Source: an optimization exercise on an open RTL-to-GDS flow (aim: small area). Production flows keep margins and buffers that such runs may drop. In this exercise RTL edits were held to simulation tests only and were not proved equivalent to the original. Power is estimated from default activity; no workload was simulated.

Design fps_top, start of the top module:
module fps_top (
    input             clk,
    input             rst,           
    input             reg_we,
    input      [4:0]  reg_addr,
    input      [31:0] reg_wdata,
    output reg [31:0] reg_rdata,
    output     [8:0]  ibuf_addr,
    input      [7:0]  ibuf_rdata,
    output reg        obuf_we,
    output     [8:0]  obuf_addr,
    output reg [7:0]  obuf_wdata,
    output            fdesc_we,
    output     [7:0]  fdesc_addr,
    output     [31:0] fdesc_wdata,
    output            irq
);
    localparam [2:0] OP_CHECKSUM = 3'd0, OP_ENCODE = 3'd1, OP_DECODE_RSP = 3'd2,
                     OP_EXTRACT  = 3'd3, OP_DECODE_FRAME = 3'd4, OP_BAD = 3'd7;
    localparam [2:0] R_OK = 3'd1, R_NOT_FOUND = 3'd2, R_INCOMPLETE = 3'd3,
                     R_ENC_ERR = 3'd4, R_MALFORMED = 3'd5, R_BAD_OP = 3'd6,
                     R_BAD_RANGE = 3'd7;
    localparam [3:0] S_IDLE = 4'd0, S_CHECK = 4'd1, S_HDR = 4'd2, S_FETCH = 4'd3,
                     S_USE = 4'd4, S_POST = 4'd5, S_FD = 4'd6, S_LDC = 4'd7,
                     S_CUR = 4'd8;
    localparam [2:0] P_SEARCH = 3'd0, P_ST = 3'd1, P_CMD = 3'd2, P_LEN = 3'd3,
                     P_PAY = 3'd4, P_RCV = 3'd5;
    localparam [2:0] P_SEEK = 3'd0, P_END = 3'd1, P_INIT = 3'd2;
    reg        irq_en;
    reg [3:0]  op;
    reg [15:0] in_off, in_len;
    reg [7:0]  arg;
    reg        done;
    reg [2:0]  result;
    reg [3:0]  state;
  ...
Size in the first run: roughly 1000 cells after synthesis, about 150 I/O pins, roughly 10000 um2 of cells after synthesis.
==> flow/config.mk <==
export PLATFORM = sky130hd
export DESIGN_NAME = fps_top
export DESIGN_NICKNAME = fps_top
export VERILOG_FILES = /design/flow/design.v
export SDC_FILE = /design/flow/constraint.sdc
export NUM_CORES = 4
export LEC_CHECK = 0
export CAP_MARGIN = 20
export CORE_MARGIN = 2
export CORE_UTILIZATION = 55
export PLACE_DENSITY = 0.7
export SLEW_MARGIN = 20
==> flow/constraint.sdc <==
create_clock -name core_clock -period 8.0 [get_ports {clk}]
set_input_delay 1.6000 -clock core_clock [delete_from_list [all_inputs] [get_ports {clk}]]
set_output_delay 1.6000 -clock core_clock [all_outputs]
set_load 0.01 [all_outputs]
standard.sh (not shown) runs the stock make flow with config.mk's settings and CLKGATE_MAP_FILE= SYNTH_SCRIPT=/design/flow/synth_recipe.tcl, a recipe that flattens the netlist after the stock synthesis.
==> flow/flow/run.sh <==
#!/bin/bash
# Own layout flow: the standard flow (standard.sh) with these changes:
#  - after the standard synthesis, its combinational logic is re-mapped by
#    ABC for area (flow/reabc.ys, flow/area.abc), three runs with different
#    seeds; the smallest result that yosys proves equivalent to the standard
#    synthesis is used (else the standard synthesis). Registers are kept.
#  - port buffers are sky130_fd_sc_hd__buf_1
#  - one tie cell for all constant outputs
#  - clock tree: small clock buffers, no dummy loads
#  - after synthesis, buffers above buf_2 and delay cells are not used
#    (the platform's don't-use list plus those), so that repairs use small
#    buffers
# Every tool's output goes to a log file in this folder.
set -euo pipefail
W=$PWD
R=$W/orfs/results/${FLOW_PLATFORM:-sky130hd}/fps_top/base
YOSYS=$(command -v yosys || echo "$FLOW_HOME/../tools/install/yosys/bin/yosys")
LIB=$FLOW_HOME/platforms/sky130hd/lib/sky130_fd_sc_hd__tt_025C_1v80.lib
KNOBS=(
  "BUFFER_PORTS_ARGS=-buffer_cell sky130_fd_sc_hd__buf_1"
  "SKIP_REPAIR_TIE_FANOUT=1"
  "CTS_ARGS=-sink_clustering_enable -repair_clock_nets -dont_use_dummy_load -buf_list sky130_fd_sc_hd__clkbuf_4 -root_buf sky130_fd_sc_hd__clkbuf_4 -sink_clustering_size 9 -sink_clustering_max_diameter 45"
)
bash standard.sh "${KNOBS[@]}" "$R/1_2_yosys.v" > std_synth.log 2>&1
cp "$R/1_2_yosys.v" "$R/1_2_yosys_std.v"

for S in 1 2 3; do
  sed -e "s/@SEED@/$S/" flow/area.abc > "area_$S.abc"
  sed -e "s#@LIB@#$LIB#g; s#@IN@#$R/1_2_yosys_std.v#; s#@OUT@#$W/remap_$S.v#; s#@ABC@#$W/area_$S.abc#" flow/reabc.ys > "reabc_$S.ys"
  "$YOSYS" -s "reabc_$S.ys" > "reabc_$S.log" 2>&1 &
done
wait || true

best=""
for f in $(for S in 1 2 3; do
             a=$(grep "Chip area for module '.fps_top'" "reabc_$S.log" 2>/dev/null | awk '{print $NF}')
             [[ -n "$a" && -s "remap_$S.v" ]] && echo "$a $S"
           done | sort -g | awk '{print $2}'); do
  sed -e "s#@LIB@#$LIB#g; s#@GOLD@#$R/1_2_yosys_std.v#; s#@GATE@#$W/remap_$f.v#" flow/equiv.ys > "equiv_$f.ys"
  if "$YOSYS" -s "equiv_$f.ys" > "equiv_$f.log" 2>&1; then best=$f; break; fi
done
echo "chosen re-map: ${best:-none (standard synthesis kept)}" > remap_choice.log
if [[ -n "$best" ]]; then
  cp "remap_$best.v" "$R/1_2_yosys.v"
fi

DONT_USE="sky130_fd_sc_hd__probe_p_8 sky130_fd_sc_hd__probec_p_8 sky130_fd_sc_hd__lpflow_bleeder_1 sky130_fd_sc_hd__lpflow_clkbufkapwr_1 sky130_fd_sc_hd__lpflow_clkbufkapwr_16 sky130_fd_sc_hd__lpflow_clkbufkapwr_2 sky130_fd_sc_hd__lpflow_clkbufkapwr_4 sky130_fd_sc_hd__lpflow_clkbufkapwr_8 sky130_fd_sc_hd__lpflow_clkinvkapwr_1 sky130_fd_sc_hd__lpflow_clkinvkapwr_16 sky130_fd_sc_hd__lpflow_clkinvkapwr_2 sky130_fd_sc_hd__lpflow_clkinvkapwr_4 sky130_fd_sc_hd__lpflow_clkinvkapwr_8 sky130_fd_sc_hd__lpflow_decapkapwr_12 sky130_fd_sc_hd__lpflow_decapkapwr_3 sky130_fd_sc_hd__lpflow_decapkapwr_4 sky130_fd_sc_hd__lpflow_decapkapwr_6 sky130_fd_sc_hd__lpflow_decapkapwr_8 sky130_fd_sc_hd__lpflow_inputiso0n_1 sky130_fd_sc_hd__lpflow_inputiso0p_1 sky130_fd_sc_hd__lpflow_inputiso1n_1 sky130_fd_sc_hd__lpflow_inputiso1p_1 sky130_fd_sc_hd__lpflow_inputisolatch_1 sky130_fd_sc_hd__lpflow_isobufsrc_1 sky130_fd_sc_hd__lpflow_isobufsrc_16 sky130_fd_sc_hd__lpflow_isobufsrc_2 sky130_fd_sc_hd__lpflow_isobufsrc_4 sky130_fd_sc_hd__lpflow_isobufsrc_8 sky130_fd_sc_hd__lpflow_isobufsrckapwr_16 sky130_fd_sc_hd__lpflow_lsbuf_lh_hl_isowell_tap_1 sky130_fd_sc_hd__lpflow_lsbuf_lh_hl_isowell_tap_2 sky130_fd_sc_hd__lpflow_lsbuf_lh_hl_isowell_tap_4 sky130_fd_sc_hd__lpflow_lsbuf_lh_isowell_4 sky130_fd_sc_hd__lpflow_lsbuf_lh_isowell_tap_1 sky130_fd_sc_hd__lpflow_lsbuf_lh_isowell_tap_2 sky130_fd_sc_hd__lpflow_lsbuf_lh_isowell_tap_4"
DONT_USE="$DONT_USE sky130_fd_sc_hd__buf_4 sky130_fd_sc_hd__buf_6 sky130_fd_sc_hd__buf_8 sky130_fd_sc_hd__buf_12 sky130_fd_sc_hd__buf_16 sky130_fd_sc_hd__clkdlybuf4s50_1 sky130_fd_sc_hd__clkdlybuf4s50_2 sky130_fd_sc_hd__clkdlybuf4s25_1 sky130_fd_sc_hd__clkdlybuf4s25_2 sky130_fd_sc_hd__clkdlybuf4s15_1 sky130_fd_sc_hd__clkdlybuf4s15_2 sky130_fd_sc_hd__clkdlybuf4s18_1 sky130_fd_sc_hd__clkdlybuf4s18_2 sky130_fd_sc_hd__dlygate4sd1_1 sky130_fd_sc_hd__dlygate4sd2_1 sky130_fd_sc_hd__dlygate4sd3_1 sky130_fd_sc_hd__dlymetal6s2s_1 sky130_fd_sc_hd__dlymetal6s4s_1 sky130_fd_sc_hd__dlymetal6s6s_1"
bash standard.sh "${KNOBS[@]}" "DONT_USE_CELLS=$DONT_USE" finish > std_finish.log 2>&1
Other scripts of this flow, unchanged in this note and not shown: flow/flow/area.abc, flow/flow/equiv.ys, flow/flow/reabc.ys
The starting point ran to the end with no violations.
==> next run, changes <==
==> flow/flow/run.sh (replaced) <==
#!/bin/bash
# Own layout flow: the standard flow (standard.sh) with these changes:
#  - after the standard synthesis, its combinational logic is re-mapped by
#    ABC for area (flow/reabc.ys, flow/area.abc), three runs with different
#    seeds; the smallest result that yosys proves equivalent to the standard
#    synthesis is used (else the standard synthesis). Registers are kept.
#  - port buffers are sky130_fd_sc_hd__buf_1
#  - one tie cell for all constant outputs
#  - clock tree: small clock buffers, no dummy loads
# Every tool's output goes to a log file in this folder.
set -euo pipefail
W=$PWD
R=$W/orfs/results/${FLOW_PLATFORM:-sky130hd}/fps_top/base
YOSYS=$(command -v yosys || echo "$FLOW_HOME/../tools/install/yosys/bin/yosys")
LIB=$FLOW_HOME/platforms/sky130hd/lib/sky130_fd_sc_hd__tt_025C_1v80.lib
KNOBS=(
  "BUFFER_PORTS_ARGS=-buffer_cell sky130_fd_sc_hd__buf_1"
  "SKIP_REPAIR_TIE_FANOUT=1"
  "CTS_ARGS=-sink_clustering_enable -repair_clock_nets -dont_use_dummy_load -buf_list sky130_fd_sc_hd__clkbuf_4 -root_buf sky130_fd_sc_hd__clkbuf_4 -sink_clustering_size 9 -sink_clustering_max_diameter 45"
)
bash standard.sh "${KNOBS[@]}" "$R/1_2_yosys.v" > std_synth.log 2>&1
cp "$R/1_2_yosys.v" "$R/1_2_yosys_std.v"

for S in 1 2 3; do
  sed -e "s/@SEED@/$S/" flow/area.abc > "area_$S.abc"
  sed -e "s#@LIB@#$LIB#g; s#@IN@#$R/1_2_yosys_std.v#; s#@OUT@#$W/remap_$S.v#; s#@ABC@#$W/area_$S.abc#" flow/reabc.ys > "reabc_$S.ys"
  "$YOSYS" -s "reabc_$S.ys" > "reabc_$S.log" 2>&1 &
done
wait || true

best=""
for f in $(for S in 1 2 3; do
             a=$(grep "Chip area for module '.fps_top'" "reabc_$S.log" 2>/dev/null | awk '{print $NF}')
             [[ -n "$a" && -s "remap_$S.v" ]] && echo "$a $S"
           done | sort -g | awk '{print $2}'); do
  sed -e "s#@LIB@#$LIB#g; s#@GOLD@#$R/1_2_yosys_std.v#; s#@GATE@#$W/remap_$f.v#" flow/equiv.ys > "equiv_$f.ys"
  if "$YOSYS" -s "equiv_$f.ys" > "equiv_$f.log" 2>&1; then best=$f; break; fi
done
echo "chosen re-map: ${best:-none (standard synthesis kept)}" > remap_choice.log
if [[ -n "$best" ]]; then
  cp "remap_$best.v" "$R/1_2_yosys.v"
fi

bash standard.sh "${KNOBS[@]}" finish > std_finish.log 2>&1
- CORE_UTILIZATION: 55 -> 40
- PLACE_DENSITY: 0.7 -> 0.6
Fmax is higher by 6.5%.
Die area is higher by 36%.
Total power is higher by about 1.4%.
Clock-buffer cell count is higher by 2.
==> next run, changes <==
- CORE_UTILIZATION: 40 -> 55
- PLACE_DENSITY: 0.6 -> 0.7
Combinational power barely changes.
Via count went up by 1.7%.
Design area came out lower by 1.4%.
Sequential share of layout area grows by 0.66 points.
Synthesized area does not change.
Power goes down by 2.1%.
First-iteration DRC count went up by 0.84%.
Routed wire length is lower by 5.5%.
Flip-flop and latch count stays the same.
Maximum frequency increases by 0.65%.

afterwards: timing with drivers on the ports:
Ports are ideal in the flow. The routed layouts listed here were re-timed in OpenROAD.
Step 1 (the two cells are an assumption about what drives the block):
set clk [get_ports {clk}]
set_driving_cell -lib_cell sky130_fd_sc_hd__clkbuf_16 $clk
set_driving_cell -lib_cell sky130_fd_sc_hd__buf_2 [delete_from_list [all_inputs] $clk]
Step 2, shift: input delay + t, output delay - t, t = (earliest + latest rising clock arrival at the registers) / 2. This alone moves slack from input paths to output paths.
Three values: no drivers, after step 1, after step 2; two values: the first two.
| run | shift t [ns] | setup slack, ns | clock arrival spread, ns | pins driven straight from the clock port |
|---|---|---|---|---|
| the first run | 0.649 | 0.865 / 0.842 / 0.842 | 0.097 / 0.097 | 1 |
| the second run | 0.690 | 1.300 / 1.253 / 1.253 | 0.075 / 0.075 | 1 |
| the third run | 0.636 | 1.344 / 1.298 / 1.298 | 0.088 / 0.088 | 1 |
After both steps setup and hold are still met in every run listed. For the second run, which loses most, drivers alone change the setup slack by -0.047 ns; drivers and shift together by -0.047 ns.
